This is an optimization exercise on Yosys and OpenROAD, whose aim is small area, a short achievable clock period and few clock cycles per item, not a production implementation. Function was checked by simulation only, so behaviour that the tests miss may differ from the original.

==> inputs of run F <==
==> flow/design.v (excerpt) <==
module gt3b_sc (
    input  wire        clk,
    input  wire        rst,
    input  wire        req_valid,
    output wire        req_ready,
    input  wire        req_write,
    input  wire [6:0]  req_addr,
    input  wire [15:0] req_wdata,
    output reg         rsp_valid,
    output reg  [15:0] rsp_rdata,
    output wire        ev_valid,
    output wire [3:0]  ev_ch,
    output wire [15:0] ev_val,
    output wire        ev_frame,
    output wire [3:0]  nch
);
    reg               ill;
    reg signed [13:0] acc_r;
    reg [15:0]        frameseq;
    reg [15:0]        raw_st, raw_th;
    reg [15:0]        cal_r [0:7];       
    reg [3:0]         nch_r;
    reg [7:0]         reverse_r;
    reg [3:0]         ch_4ws;
    reg [3:0]         ch_dig;
    reg               crab;
    reg signed [7:0]  mix4ws;
    reg signed [13:0] ndig;              
    reg signed [7:0]  expo_r [0:2];      
    reg [6:0]         dr_r [0:2];        
    reg [6:0]         stspd_turn, stspd_ret;
    reg [8:0]         md_turn, md_ret;   
    reg               inf_turn, inf_ret;
  ...
==> flow/config.mk <==
export PLATFORM = sky130hd
export DESIGN_NAME = gt3b_sc
export DESIGN_NICKNAME = gt3b_sc
export VERILOG_FILES = /design/flow/design.v
export SDC_FILE = /design/flow/constraint.sdc
export NUM_CORES = 4
export LEC_CHECK = 0
export CAP_MARGIN = 20
export CORE_MARGIN = 2
export CORE_UTILIZATION = 40
export PLACE_DENSITY = 0.6
export SLEW_MARGIN = 20
==> flow/constraint.sdc <==
create_clock -name core_clock -period 20.0 [get_ports {clk}]
set_input_delay 4.0000 -clock core_clock [delete_from_list [all_inputs] [get_ports {clk}]]
set_output_delay 4.0000 -clock core_clock [all_outputs]
set_load 0.01 [all_outputs]
run.sh (not shown) runs the stock make flow with config.mk's settings and CLKGATE_MAP_FILE= SYNTH_SCRIPT=/design/flow/synth_recipe.tcl, a recipe that flattens the netlist after the stock synthesis.
==> run A (differences from run F) <==
--- a/flow/design.v
+++ b/flow/design.v
@@ -177,74 +177,62 @@
     input  wire [3:0]  c0_ch,
     input  wire signed [13:0] c0_val,
     input  wire        force_hit,
     input  wire signed [13:0] force_val,
     input  wire signed [10:0] kn,        
     input  wire signed [10:0] kp,        
-    input  wire signed [7:0] trim,
-    output reg  [3:0]  c1_ch_o,
-    input  wire signed [7:0] subtrim,
-    input  wire        reverse,
+    input  wire [23:0] off,              
+    input  wire signed [15:0] kb,        
+    input  wire        rev,              
     output wire        fin_next,         
-    output reg         c3_evv,
-    output reg         c3_frame,
-    output reg  [3:0]  c3_ch,
-    output reg  signed [15:0] c3_val,
-    output reg  signed [13:0] c3_last_val
+    output reg         c2_evv,
+    output reg         c2_frame,
+    output reg  [3:0]  c2_ch,
+    output reg  signed [15:0] c2_val,
+    output reg  signed [13:0] c2_last_val
 );
-    wire signed [13:0] v0  = force_hit ? force_val : c0_val;
-    wire signed [10:0] k0  = v0[13] ? kn : kp;
-    wire signed [23:0] prod0 = v0 * k0;
-    reg        c1_v, c1_ev, c1_last, c1_sync;
-    reg signed [23:0] c1_prod;
-    reg signed [7:0]  c1_trim;
+    wire signed [13:0] v0 = force_hit ? force_val : c0_val;
+    wire signed [10:0] k0 = v0[13] ? kn : kp;
+    wire signed [25:0] x0 = v0 * k0 + $signed({2'b00, off});
+    reg        c1_v, c1_ev, c1_last, c1_sync, c1_rev;
+    reg [23:0] c1_x;
+    reg signed [15:0] c1_kb, c1_kbc;
+    reg [3:0]  c1_ch;
     reg signed [13:0] c1_lv;
-    wire signed [23:0] c1_num = c1_prod + c1_trim * 24'sd5000;
-    wire        sg1 = c1_num[23];
-    wire [22:0] n1  = sg1 ? 23'd250 - c1_num[22:0] : c1_num[22:0] + 23'd250;
-    wire signed [15:0] st10 = {{8{subtrim[7]}}, subtrim} * 16'sd10;
-    reg        c2_v, c2_ev, c2_last, c2_sync, c2_neg;
-    reg [22:0] c2_n;
-    reg signed [15:0] c2_st;
-    reg [3:0]  c2_ch;
-    reg signed [13:0] c2_lv;
-    wire [20:0] n2  = c2_n[22:2];
-    wire [24:0] r2  = ({4'd0, n2} << 3) + {6'd0, n2[20:2]} - {8'd0, n2[20:4]} + {12'd0, n2[20:8]}
-                    + {15'd0, n2[20:11]} + {18'd0, n2[20:13]} - {21'd0, n2[20:16]} + 25'd3;
-    wire [13:0] q2  = r2[23:10];
-    assign fin_next = c2_v && c2_last;
-    wire signed [15:0] val2 = c2_neg ? c2_st - $signed({2'b00, q2}) : c2_st + $signed({2'b00, q2});
+    wire [21:0] a1  = c1_x[23:2];
+    wire [25:0] r1  = ({4'd0, a1} << 3) + {6'd0, a1[21:2]} - {8'd0, a1[21:4]} + {12'd0, a1[21:8]}
+                    + {15'd0, a1[21:11]} + {17'd0, a1[21:13]} - {20'd0, a1[21:16]} + 26'd3;
+    wire [14:0] q1  = r1[24:10];
+    wire        m500 = (c1_x[1:0] == 2'b00) && (r1[9:3] == 7'd0);
+    wire        corr = m500 && (c1_x < 24'd4750250);
+    wire signed [15:0] qx = c1_rev ? ~$signed({1'b0, q1}) : $signed({1'b0, q1});
+    wire signed [15:0] val1a = qx + c1_kb;
+    wire signed [15:0] val1b = qx + c1_kbc;
+    wire signed [15:0] val1  = corr ? val1b : val1a;
+    assign fin_next = c1_v && c1_last;
     always @(posedge clk) begin
-        c1_prod <= prod0;
-        c1_trim <= trim;
-        c1_ch_o <= c0_ch;
+        c1_x    <= x0[23:0];
+        c1_kb   <= kb;
+        c1_kbc  <= rev ? kb + 16'sd1 : kb - 16'sd1;
+        c1_rev  <= rev;
+        c1_ch   <= c0_ch;
         c1_ev   <= c0_ev;
         c1_last <= c0_last;
         c1_sync <= c0_sync;
         c1_lv   <= v0;
-        c2_n    <= n1;
-        c2_neg  <= sg1 ^ reverse;
-        c2_st   <= reverse ? -st10 : st10;
-        c2_ch   <= c1_ch_o;
-        c2_ev   <= c1_ev;
-        c2_last <= c1_last;
-        c2_sync <= c1_sync;
-        c2_lv   <= c1_lv;
-        c3_val  <= val2;
-        c3_ch   <= c2_ch;
-        c3_last_val <= c2_lv;
+        c2_val  <= val1;
+        c2_ch   <= c1_ch;
+        c2_last_val <= c1_lv;
         if (rst) begin
             c1_v     <= 1'b0;
-            c2_v     <= 1'b0;
-            c3_evv   <= 1'b0;
-            c3_frame <= 1'b0;
+            c2_evv   <= 1'b0;
+            c2_frame <= 1'b0;
         end else begin
             c1_v     <= c0_v;
-            c2_v     <= c1_v;
-            c3_evv   <= c2_v && c2_ev;
-            c3_frame <= c2_v && c2_sync;
+            c2_evv   <= c1_v && c1_ev;
+            c2_frame <= c1_v && c1_sync;
         end
     end
 endmodule
 module gt3b_slew (
     input  wire signed [13:0] t,
     input  wire signed [13:0] last,
@@ -806,19 +794,17 @@
         for (ai = 0; ai < 6; ai = ai + 1)
             aux_mask[ai] = (ai + 3 <= nch_r) && !mixed[ai + 2];
     end
     reg        c0_v, c0_ev, c0_last, c0_sync;
     reg [3:0]  c0_ch;
     reg signed [13:0] c0_val;
-    wire [3:0] c1_ch;
     wire       chp_fin;
     wire       chp_evv, chp_frame;
     wire [3:0] chp_ch;
     wire signed [15:0] chp_val;
     wire signed [13:0] chp_lv;
-    wire [2:0] c1i = c1_ch[2:0] - 3'd1;
     reg  [3:0] i_ch;
     always @* begin
         i_ch = 4'd1;
         if (go)                 i_ch = w_sel;
         else if (s_st == S_SLQ) i_ch = ch_4ws;
         else if (q_st == Q_T0)  i_ch = 4'd2;
@@ -826,32 +812,37 @@
         else if (q_st == Q_AUX) i_ch = {1'b0, ax_i} + 4'd3;
     end
     wire [2:0] ii = i_ch[2:0] - 3'd1;
     wire signed [7:0] i_trim = (i_ch == 4'd1) ? trim_r[0] : (i_ch == 4'd2) ? trim_r[1] : 8'sd0;
     wire [7:0] i_epn = ep_r[{ii, 1'b0}];
     wire [7:0] i_epp = ep_r[{ii, 1'b1}];
+    wire signed [23:0] off1 = trim_r[0] * 24'sd5000 + 24'sd4750250;
+    wire signed [23:0] off2 = trim_r[1] * 24'sd5000 + 24'sd4750250;
     reg signed [10:0] c0_kn, c0_kp;
-    reg signed [7:0]  c0_trim;
+    reg [23:0]        c0_off;
     reg               c0_fh;
     always @(posedge clk) begin
         c0_kn   <= $signed({1'b0, i_epn, 2'b00}) + $signed({3'b000, i_epn}) + i_trim;
         c0_kp   <= $signed({1'b0, i_epp, 2'b00}) + $signed({3'b000, i_epp}) - i_trim;
-        c0_trim <= i_trim;
+        c0_off  <= (i_ch == 4'd1) ? off1 : (i_ch == 4'd2) ? off2 : 24'd4750250;
         c0_fh   <= (force_ch == i_ch);
     end
+    wire [2:0]  c0i    = c0_ch[2:0] - 3'd1;
+    wire signed [7:0] c0_st = subtrim_r[c0i];
+    wire        c0_rev = reverse_r[c0i];
+    wire signed [15:0] c0_st10 = {{8{c0_st[7]}}, c0_st} * 16'sd10;
+    wire signed [15:0] c0_kb = c0_rev ? 16'sd9501 - c0_st10 : c0_st10 - 16'sd9500;
     gt3b_chp u_chp (
         .clk(clk), .rst(rst),
         .c0_v(c0_v), .c0_ev(c0_ev), .c0_last(c0_last), .c0_sync(c0_sync),
         .c0_ch(c0_ch), .c0_val(c0_val),
         .force_hit(c0_fh), .force_val(force_val),
-        .kn(c0_kn), .kp(c0_kp), .trim(c0_trim),
-        .c1_ch_o(c1_ch),
-        .subtrim(subtrim_r[c1i]), .reverse(reverse_r[c1i]),
+        .kn(c0_kn), .kp(c0_kp), .off(c0_off), .kb(c0_kb), .rev(c0_rev),
         .fin_next(chp_fin),
-        .c3_evv(chp_evv), .c3_frame(chp_frame), .c3_ch(chp_ch),
-        .c3_val(chp_val), .c3_last_val(chp_lv)
+        .c2_evv(chp_evv), .c2_frame(chp_frame), .c2_ch(chp_ch),
+        .c2_val(chp_val), .c2_last_val(chp_lv)
     );
     assign ev_valid = chp_evv;
     assign ev_frame = chp_frame;
     assign ev_ch    = chp_ch;
     assign ev_val   = chp_val;
     integer i;
==> comparison <==
Between run A and run F, the lower hold slack is in run A (gap 0.010 ns). Against run A, the area after synthesis of run F is lower by about 0.9%. Of run A and run F, run A has the higher clock skew (gap 0.0075 ns). Against run A, the critical path depth of run F is higher by 4. Run A went through all stages and came out clean. Run F finished clean. Of run A and run F, run A has the higher final area (gap about 0.6%, measured against run F). Between run A and run F, the lower flip-flop and latch count is in run A (gap 23). Sequential share of layout area: run F is higher than run A (0.42 points). In run A the utilization is lower than in run F, by 0.14 points.
Testbench counts of run F, summed over its fixed seeds: cycles 24,132, frames 960.
Testbench counts of run A, summed over its fixed seeds: cycles 23,172, frames 960.

==> v28 <==
gt3b_sc, a different RTL version from the one above (not shown whole).
Settings: LEC_CHECK=0, ABC_AREA=1, CAP_MARGIN=20, CORE_MARGIN=2, CORE_UTILIZATION=40, PLACE_DENSITY=0.6, SLEW_MARGIN=20; clock period 20.0 ns.
==> v29: changes against v28 <==
--- a/flow/design.v
+++ b/flow/design.v
@@ -643,16 +643,17 @@
     localparam T_IDLE = 4'd0, T_WCAL = 4'd1, T_EXA_I = 4'd2, T_EXA = 4'd3, T_EXB_I = 4'd4,
                T_EXB = 4'd5, T_ABS = 4'd6, T_DR = 4'd7, T_DR_W = 4'd8, T_MIX = 4'd9,
                T_MIX_W = 4'd10, T_DONE = 4'd11;
     localparam Q_IDLE = 3'd0, Q_S = 3'd1, Q_T0 = 3'd2, Q_T1 = 3'd3, Q_AUX = 3'd4,
                Q_BUB = 3'd5, Q_WAIT = 3'd6;
     reg        c_frame, c_sync;          
     reg [3:0]  c_sel;
     reg        p_cal;                    
+    reg        p_chp;                    
     reg [3:0]  s_st;
     reg [1:0]  s_kind;
     reg [1:0]  s_k;
     reg        s_neg;
     reg [12:0] s_mag;
     reg signed [13:0] s_val, s_p, s_q;
     reg        s_mixp;
     reg [3:0]  t_st;
@@ -770,16 +771,19 @@
     wire [12:0] t_xpc  = t_str_cal[7] ? 13'd5000 - cth_mag : cth_mag;
     wire        t_expo = (t_str_cal != 8'sd0) && (cth_mag != 13'd0);
     wire [6:0]  t_rate = t_val[13] ? dr_r[1] : dr_r[2];
     wire [31:0] t_cexb = cexb;
     wire signed [13:0] md_sv_t = t_neg ? -$signed({1'b0, md_q}) : $signed({1'b0, md_q});
     wire signed [13:0] t_ysv = md_sv_t;
     wire [12:0] dig_k  = ndig[13] ? 13'd5000 + ndig[12:0] : 13'd5000 - ndig[12:0];
     wire        s_busy = (s_st != S_IDLE) && (s_st != S_DONE);
+    wire        t_fin  = (ch_dig == 4'd0) &&
+                         ((t_st == T_DR_W && md_t) || (t_st == T_ABS && t_rate == 7'd100));
+    wire signed [13:0] t_fin_val = (t_st == T_ABS) ? abs_out : md_sv_t;
     always @* begin
         t_iss_req = 1'b0;
         t_ia   = {7'd0, t_xp};
         t_ib   = -$signed({1'b0, t_xp});
         t_ic   = 32'd25004999;
         t_ie   = t_str[7] ? t_e : -t_e;
         t_ibig = 1'b0;
         case (t_st)
@@ -849,17 +853,17 @@
     wire       chp_fin;
     wire       chp_evv, chp_frame;
     wire [3:0] chp_ch;
     wire signed [15:0] chp_val;
     wire signed [13:0] chp_lv;
     reg  [3:0] i_ch;
     always @* begin
         i_ch = 4'd1;
-        if (go)                 i_ch = w_sel;
+        if (p_chp)              i_ch = c_sel;
         else if (s_st == S_SLQ) i_ch = ch_4ws;
         else if (q_st == Q_T0)  i_ch = 4'd2;
         else if (q_st == Q_T1)  i_ch = ch_dig;
         else if (q_st == Q_AUX) i_ch = {1'b0, ax_i} + 4'd3;
     end
     wire [2:0] ii = i_ch[2:0] - 3'd1;
     wire signed [7:0] i_trim = (i_ch == 4'd1) ? trim_r[0] : (i_ch == 4'd2) ? trim_r[1] : 8'sd0;
     wire [7:0] i_epn = ep_r[{ii, 1'b0}];
@@ -949,16 +953,17 @@
             for (i = 0; i < 6; i = i + 1)
                 aux_r[i] <= 8'sd0;
             abs_cnt    <= 3'd0;
             abs_red    <= 1'b0;
             c_frame    <= 1'b0;
             c_sync     <= 1'b0;
             c_sel      <= 4'd0;
             p_cal      <= 1'b0;
+            p_chp      <= 1'b0;
             s_st       <= S_IDLE;
             t_st       <= T_IDLE;
             q_st       <= Q_IDLE;
             aux_rem    <= 6'd0;
             c0_v       <= 1'b0;
         end else begin
             s_v       <= accept;
             rsp_valid <= 1'b0;
@@ -1056,29 +1061,33 @@
                     8'h13: s_st <= S_PSL0;
                     8'h14: begin                     
                         abs_cnt <= abs_cnt_nx;
                         abs_red <= abs_red_nx;
                         acc_r   <= abs_out;
                         rdy     <= 1'b1;
                     end
                     8'h15: begin                     
-                        c0_v    <= 1'b1;
-                        c0_ch   <= w_sel;
-                        c0_val  <= acc_r;
-                        c0_last <= 1'b1;
+                        p_chp   <= 1'b1;
                         q_st    <= Q_WAIT;
                     end
                     8'h16: begin                     
                         last_r[w_sel[2:0] - 3'd1] <= acc_r;
                         rdy <= 1'b1;
                     end
                     default: ;
                 endcase
             end
+            if (p_chp) begin
+                c0_v    <= 1'b1;
+                c0_ch   <= c_sel;
+                c0_val  <= acc_r;
+                c0_last <= 1'b1;
+                p_chp   <= 1'b0;
+            end
             if (p_cal && (c_sel[0] ? cth_valid : cst_valid)) begin
                 acc_r <= c_sel[0] ? (cth_neg ? -$signed({1'b0, cth_mag}) : $signed({1'b0, cth_mag}))
                                   : (cst_neg ? -$signed({1'b0, cst_mag}) : $signed({1'b0, cst_mag}));
                 p_cal <= 1'b0;
                 rdy   <= 1'b1;
             end
             case (s_st)
                 S_WCAL, S_START: begin
@@ -1228,23 +1237,23 @@
                     if (t_mixp) t_p <= md_sv_t;
                     else        t_q <= md_sv_t;
                     t_st <= T_DONE;
                 end
                 default: ;
             endcase
             case (q_st)
                 Q_S: if (s_fin || s_st == S_DONE) q_st <= c_frame ? Q_T0 : Q_BUB;
-                Q_T0: if (t_st == T_DONE) begin
+                Q_T0: if (t_st == T_DONE || t_fin) begin
                     c0_v    <= 1'b1;
                     c0_ch   <= 4'd2;
-                    c0_val  <= t_p;
-                    c0_last <= c_frame && !t_two && (aux_rem == 6'd0);
-                    c0_sync <= c_frame && !t_two && (aux_rem == 6'd0);
-                    q_st    <= t_two ? Q_T1 : !c_frame ? Q_BUB : (aux_rem == 6'd0) ? Q_WAIT : Q_AUX;
+                    c0_val  <= t_fin ? t_fin_val : t_p;
+                    c0_last <= c_frame && (t_fin || !t_two) && (aux_rem == 6'd0);
+                    c0_sync <= c_frame && (t_fin || !t_two) && (aux_rem == 6'd0);
+                    q_st    <= (!t_fin && t_two) ? Q_T1 : !c_frame ? Q_BUB : (aux_rem == 6'd0) ? Q_WAIT : Q_AUX;
                 end
                 Q_T1: begin
                     c0_v    <= 1'b1;
                     c0_ch   <= ch_dig;
                     c0_val  <= t_q;
                     c0_last <= c_frame && (aux_rem == 6'd0);
                     c0_sync <= c_frame && (aux_rem == 6'd0);
                     q_st    <= !c_frame ? Q_BUB : (aux_rem == 6'd0) ? Q_WAIT : Q_AUX;
- CORE_UTILIZATION: 40 -> 50
- PLACE_DENSITY: 0.6 -> 0.65
==> v23: changes against v28 <==
--- a/flow/design.v
+++ b/flow/design.v
@@ -770,16 +770,19 @@
     wire [12:0] t_xpc  = t_str_cal[7] ? 13'd5000 - cth_mag : cth_mag;
     wire        t_expo = (t_str_cal != 8'sd0) && (cth_mag != 13'd0);
     wire [6:0]  t_rate = t_val[13] ? dr_r[1] : dr_r[2];
     wire [31:0] t_cexb = cexb;
     wire signed [13:0] md_sv_t = t_neg ? -$signed({1'b0, md_q}) : $signed({1'b0, md_q});
     wire signed [13:0] t_ysv = md_sv_t;
     wire [12:0] dig_k  = ndig[13] ? 13'd5000 + ndig[12:0] : 13'd5000 - ndig[12:0];
     wire        s_busy = (s_st != S_IDLE) && (s_st != S_DONE);
+    wire        t_fin  = (ch_dig == 4'd0) &&
+                         ((t_st == T_DR_W && md_t) || (t_st == T_ABS && t_rate == 7'd100));
+    wire signed [13:0] t_fin_val = (t_st == T_ABS) ? abs_out : md_sv_t;
     always @* begin
         t_iss_req = 1'b0;
         t_ia   = {7'd0, t_xp};
         t_ib   = -$signed({1'b0, t_xp});
         t_ic   = 32'd25004999;
         t_ie   = t_str[7] ? t_e : -t_e;
         t_ibig = 1'b0;
         case (t_st)
@@ -1228,23 +1231,23 @@
                     if (t_mixp) t_p <= md_sv_t;
                     else        t_q <= md_sv_t;
                     t_st <= T_DONE;
                 end
                 default: ;
             endcase
             case (q_st)
                 Q_S: if (s_fin || s_st == S_DONE) q_st <= c_frame ? Q_T0 : Q_BUB;
-                Q_T0: if (t_st == T_DONE) begin
+                Q_T0: if (t_st == T_DONE || t_fin) begin
                     c0_v    <= 1'b1;
                     c0_ch   <= 4'd2;
-                    c0_val  <= t_p;
-                    c0_last <= c_frame && !t_two && (aux_rem == 6'd0);
-                    c0_sync <= c_frame && !t_two && (aux_rem == 6'd0);
-                    q_st    <= t_two ? Q_T1 : !c_frame ? Q_BUB : (aux_rem == 6'd0) ? Q_WAIT : Q_AUX;
+                    c0_val  <= t_fin ? t_fin_val : t_p;
+                    c0_last <= c_frame && (t_fin || !t_two) && (aux_rem == 6'd0);
+                    c0_sync <= c_frame && (t_fin || !t_two) && (aux_rem == 6'd0);
+                    q_st    <= (!t_fin && t_two) ? Q_T1 : !c_frame ? Q_BUB : (aux_rem == 6'd0) ? Q_WAIT : Q_AUX;
                 end
                 Q_T1: begin
                     c0_v    <= 1'b1;
                     c0_ch   <= ch_dig;
                     c0_val  <= t_q;
                     c0_last <= c_frame && (aux_rem == 6'd0);
                     c0_sync <= c_frame && (aux_rem == 6'd0);
                     q_st    <= !c_frame ? Q_BUB : (aux_rem == 6'd0) ? Q_WAIT : Q_AUX;
- CORE_UTILIZATION: 40 -> 50
- PLACE_DENSITY: 0.6 -> 0.65
==> v32: changes against v28 <==
--- a/flow/design.v
+++ b/flow/design.v
@@ -643,16 +643,17 @@
     localparam T_IDLE = 4'd0, T_WCAL = 4'd1, T_EXA_I = 4'd2, T_EXA = 4'd3, T_EXB_I = 4'd4,
                T_EXB = 4'd5, T_ABS = 4'd6, T_DR = 4'd7, T_DR_W = 4'd8, T_MIX = 4'd9,
                T_MIX_W = 4'd10, T_DONE = 4'd11;
     localparam Q_IDLE = 3'd0, Q_S = 3'd1, Q_T0 = 3'd2, Q_T1 = 3'd3, Q_AUX = 3'd4,
                Q_BUB = 3'd5, Q_WAIT = 3'd6;
     reg        c_frame, c_sync;          
     reg [3:0]  c_sel;
     reg        p_cal;                    
+    reg        p_chp;                    
     reg [3:0]  s_st;
     reg [1:0]  s_kind;
     reg [1:0]  s_k;
     reg        s_neg;
     reg [12:0] s_mag;
     reg signed [13:0] s_val, s_p, s_q;
     reg        s_mixp;
     reg [3:0]  t_st;
@@ -770,16 +771,19 @@
     wire [12:0] t_xpc  = t_str_cal[7] ? 13'd5000 - cth_mag : cth_mag;
     wire        t_expo = (t_str_cal != 8'sd0) && (cth_mag != 13'd0);
     wire [6:0]  t_rate = t_val[13] ? dr_r[1] : dr_r[2];
     wire [31:0] t_cexb = cexb;
     wire signed [13:0] md_sv_t = t_neg ? -$signed({1'b0, md_q}) : $signed({1'b0, md_q});
     wire signed [13:0] t_ysv = md_sv_t;
     wire [12:0] dig_k  = ndig[13] ? 13'd5000 + ndig[12:0] : 13'd5000 - ndig[12:0];
     wire        s_busy = (s_st != S_IDLE) && (s_st != S_DONE);
+    wire        t_fin  = (ch_dig == 4'd0) &&
+                         ((t_st == T_DR_W && md_t) || (t_st == T_ABS && t_rate == 7'd100));
+    wire signed [13:0] t_fin_val = (t_st == T_ABS) ? abs_out : md_sv_t;
     always @* begin
         t_iss_req = 1'b0;
         t_ia   = {7'd0, t_xp};
         t_ib   = -$signed({1'b0, t_xp});
         t_ic   = 32'd25004999;
         t_ie   = t_str[7] ? t_e : -t_e;
         t_ibig = 1'b0;
         case (t_st)
@@ -849,17 +853,17 @@
     wire       chp_fin;
     wire       chp_evv, chp_frame;
     wire [3:0] chp_ch;
     wire signed [15:0] chp_val;
     wire signed [13:0] chp_lv;
     reg  [3:0] i_ch;
     always @* begin
         i_ch = 4'd1;
-        if (go)                 i_ch = w_sel;
+        if (p_chp)              i_ch = c_sel;
         else if (s_st == S_SLQ) i_ch = ch_4ws;
         else if (q_st == Q_T0)  i_ch = 4'd2;
         else if (q_st == Q_T1)  i_ch = ch_dig;
         else if (q_st == Q_AUX) i_ch = {1'b0, ax_i} + 4'd3;
     end
     wire [2:0] ii = i_ch[2:0] - 3'd1;
     wire signed [7:0] i_trim = (i_ch == 4'd1) ? trim_r[0] : (i_ch == 4'd2) ? trim_r[1] : 8'sd0;
     wire [7:0] i_epn = ep_r[{ii, 1'b0}];
@@ -949,16 +953,17 @@
             for (i = 0; i < 6; i = i + 1)
                 aux_r[i] <= 8'sd0;
             abs_cnt    <= 3'd0;
             abs_red    <= 1'b0;
             c_frame    <= 1'b0;
             c_sync     <= 1'b0;
             c_sel      <= 4'd0;
             p_cal      <= 1'b0;
+            p_chp      <= 1'b0;
             s_st       <= S_IDLE;
             t_st       <= T_IDLE;
             q_st       <= Q_IDLE;
             aux_rem    <= 6'd0;
             c0_v       <= 1'b0;
         end else begin
             s_v       <= accept;
             rsp_valid <= 1'b0;
@@ -1056,29 +1061,33 @@
                     8'h13: s_st <= S_PSL0;
                     8'h14: begin                     
                         abs_cnt <= abs_cnt_nx;
                         abs_red <= abs_red_nx;
                         acc_r   <= abs_out;
                         rdy     <= 1'b1;
                     end
                     8'h15: begin                     
-                        c0_v    <= 1'b1;
-                        c0_ch   <= w_sel;
-                        c0_val  <= acc_r;
-                        c0_last <= 1'b1;
+                        p_chp   <= 1'b1;
                         q_st    <= Q_WAIT;
                     end
                     8'h16: begin                     
                         last_r[w_sel[2:0] - 3'd1] <= acc_r;
                         rdy <= 1'b1;
                     end
                     default: ;
                 endcase
             end
+            if (p_chp) begin
+                c0_v    <= 1'b1;
+                c0_ch   <= c_sel;
+                c0_val  <= acc_r;
+                c0_last <= 1'b1;
+                p_chp   <= 1'b0;
+            end
             if (p_cal && (c_sel[0] ? cth_valid : cst_valid)) begin
                 acc_r <= c_sel[0] ? (cth_neg ? -$signed({1'b0, cth_mag}) : $signed({1'b0, cth_mag}))
                                   : (cst_neg ? -$signed({1'b0, cst_mag}) : $signed({1'b0, cst_mag}));
                 p_cal <= 1'b0;
                 rdy   <= 1'b1;
             end
             case (s_st)
                 S_WCAL, S_START: begin
@@ -1228,23 +1237,23 @@
                     if (t_mixp) t_p <= md_sv_t;
                     else        t_q <= md_sv_t;
                     t_st <= T_DONE;
                 end
                 default: ;
             endcase
             case (q_st)
                 Q_S: if (s_fin || s_st == S_DONE) q_st <= c_frame ? Q_T0 : Q_BUB;
-                Q_T0: if (t_st == T_DONE) begin
+                Q_T0: if (t_st == T_DONE || t_fin) begin
                     c0_v    <= 1'b1;
                     c0_ch   <= 4'd2;
-                    c0_val  <= t_p;
-                    c0_last <= c_frame && !t_two && (aux_rem == 6'd0);
-                    c0_sync <= c_frame && !t_two && (aux_rem == 6'd0);
-                    q_st    <= t_two ? Q_T1 : !c_frame ? Q_BUB : (aux_rem == 6'd0) ? Q_WAIT : Q_AUX;
+                    c0_val  <= t_fin ? t_fin_val : t_p;
+                    c0_last <= c_frame && (t_fin || !t_two) && (aux_rem == 6'd0);
+                    c0_sync <= c_frame && (t_fin || !t_two) && (aux_rem == 6'd0);
+                    q_st    <= (!t_fin && t_two) ? Q_T1 : !c_frame ? Q_BUB : (aux_rem == 6'd0) ? Q_WAIT : Q_AUX;
                 end
                 Q_T1: begin
                     c0_v    <= 1'b1;
                     c0_ch   <= ch_dig;
                     c0_val  <= t_q;
                     c0_last <= c_frame && (aux_rem == 6'd0);
                     c0_sync <= c_frame && (aux_rem == 6'd0);
                     q_st    <= !c_frame ? Q_BUB : (aux_rem == 6'd0) ? Q_WAIT : Q_AUX;
- ABC_AREA: 1 -> unset
==> comparison <==
- Non-clock buffer count: v29 is lower than v23 (13).
- Synthesized area: v23 > v29 > v28 > v32.
- The lowest via count belongs to v32, the highest to v23.
- v28 finished clean. v23 passed the timing, design-rule and antenna checks. v32 went through all stages and came out clean. v29 ran to the end with no violations.
- In v29 the register-to-register slack is better than in v28, by 0.78 ns.
- Maximum frequency, highest first: v29, v23, v28, v32.
- The lowest hold slack belongs to v28, the highest to v32.
- Between v32 and v29, the lower wire length is in v32 (gap about 11%, measured against v29).
- Against v29, the first-iteration DRC count of v23 is lower by about 11%.
- Die area, lowest first: v29, v23, v32, v28.
==> figures <==
quantity                                                                    v23                v28                           v32                       v29
Worst setup path end                                          c0_kp[10]$_DFF_P_  c0_kp[10]$_DFF_P_  u_cal.u_st.rem[12]$_DFFE_PP_  u_chp.c2_val[15]$_DFF_P_
DPL Wire Length                                                       521800 µm          501300 µm                     437500 µm                 498800 µm
Placer congestion estimate                                                1.075              1.034                         1.025                     1.115
Worst rel slew slack                                                     0.1281            0.09962                        0.1168                    0.1117
Overall Global Routing Usage                                             0.3990             0.3130                        0.2819                    0.3847
Maximum clock frequency                                               123.5 MHz          115.2 MHz                     112.6 MHz                 126.5 MHz
Met2 wire length                                                      273900 µm          269200 µm                     242200 µm                 260800 µm
Vias after detailed routing                                              148000             145300                        127200                    147500
Status                                         no timing/DRC/antenna violations  no timing/DRC/antenna violations  no timing/DRC/antenna violations  no timing/DRC/antenna violations
Reg-to-reg startpoint                                            s_d[5]$_DFF_P_    s_d[15]$_DFF_P_         u_cal.ld_s$_SDFF_PP0_    u_chp.c1_x[21]$_DFF_P_
Critical Path Most Common Cell                                            inv_1                  -                             -                     inv_1
Floorplan die height                                                   567.8 µm           630.3 µm                      625.9 µm                  566.3 µm
Fraction of final layout cells sized beyond drive strength 1            0.04532            0.04387                       0.08023                   0.04689
CP Data Required Time                                                  20.90 ns           20.83 ns                      20.64 ns                  20.80 ns
R2R cell count                                                               32                 37                            30                        35
Register-to-register setup slack                                       11.90 ns           11.32 ns                      11.12 ns                  12.10 ns
Post-layout instance count excluding filler cells                         24970              25520                         21820                     24670
Placement row count                                                         206                230                           228                       206
Met2 capacity usage during global routing                                0.5919             0.4715                        0.4253                    0.5628
Instance count after placement with tap cells included                    24560              25120                         21400                     24260
Final area over synthesized area                                        1.0789x            1.0890x                       1.0946x                   1.0789x
Testbench counts of v28, summed over its fixed seeds: cycles 23,172, frames 960.
Testbench counts of v29, summed over its fixed seeds: cycles 23,041, frames 960.
Testbench counts of v23, summed over its fixed seeds: cycles 23,041, frames 960.
Testbench counts of v32, summed over its fixed seeds: cycles 23,041, frames 960.

separate check: timing with driven ports:
In the flow no input, the clock included, has a driving cell. The finished layouts below were timed again as built, in two steps. Step 1 sets driving cells, clkbuf_16 on the clock port and buf_2 on the other inputs (assumed; they add their load-dependent delay and slew). Step 2 moves the port delays by t, midway between the first and last clock arrival at a register: inputs arrive t later, outputs are due t later. That takes back most of the time a late clock gives input paths. a / b / c = ideal / step 1 / step 2; a / b = the first two.
run | t, ns | setup slack, ns | hold WS [ns] | clock arrival spread, ns | slew at the worst register clock pin (ns)
run F | 1.041 | 11.615 / 11.615 / 11.615 | 0.319 / 0.319 / 0.319 | 0.136 / 0.136 | 0.07 / 0.07
run A | 1.034 | 11.821 / 11.821 / 11.740 | 0.309 / 0.309 / 0.309 | 0.142 / 0.143 | 0.08 / 0.08
v28 | 1.031 | 11.321 / 11.321 / 11.321 | 0.297 / 0.297 / 0.297 | 0.123 / 0.123 | 0.07 / 0.07
v29 | 1.026 | 12.097 / 12.097 / 12.024 | 0.316 / 0.316 / 0.316 | 0.128 / 0.128 | 0.07 / 0.07
v23 | 1.042 | 11.902 / 11.902 / 11.902 | 0.318 / 0.318 / 0.318 | 0.128 / 0.128 | 0.07 / 0.07
v32 | 1.034 | 11.122 / 11.122 / 11.122 | 0.327 / 0.327 / 0.327 | 0.204 / 0.204 | 0.07 / 0.07
After both steps setup and hold are still met in every run listed. The setup slack of run A, which loses most, moves by 0.000 ns with the drivers and by -0.081 ns with both steps.
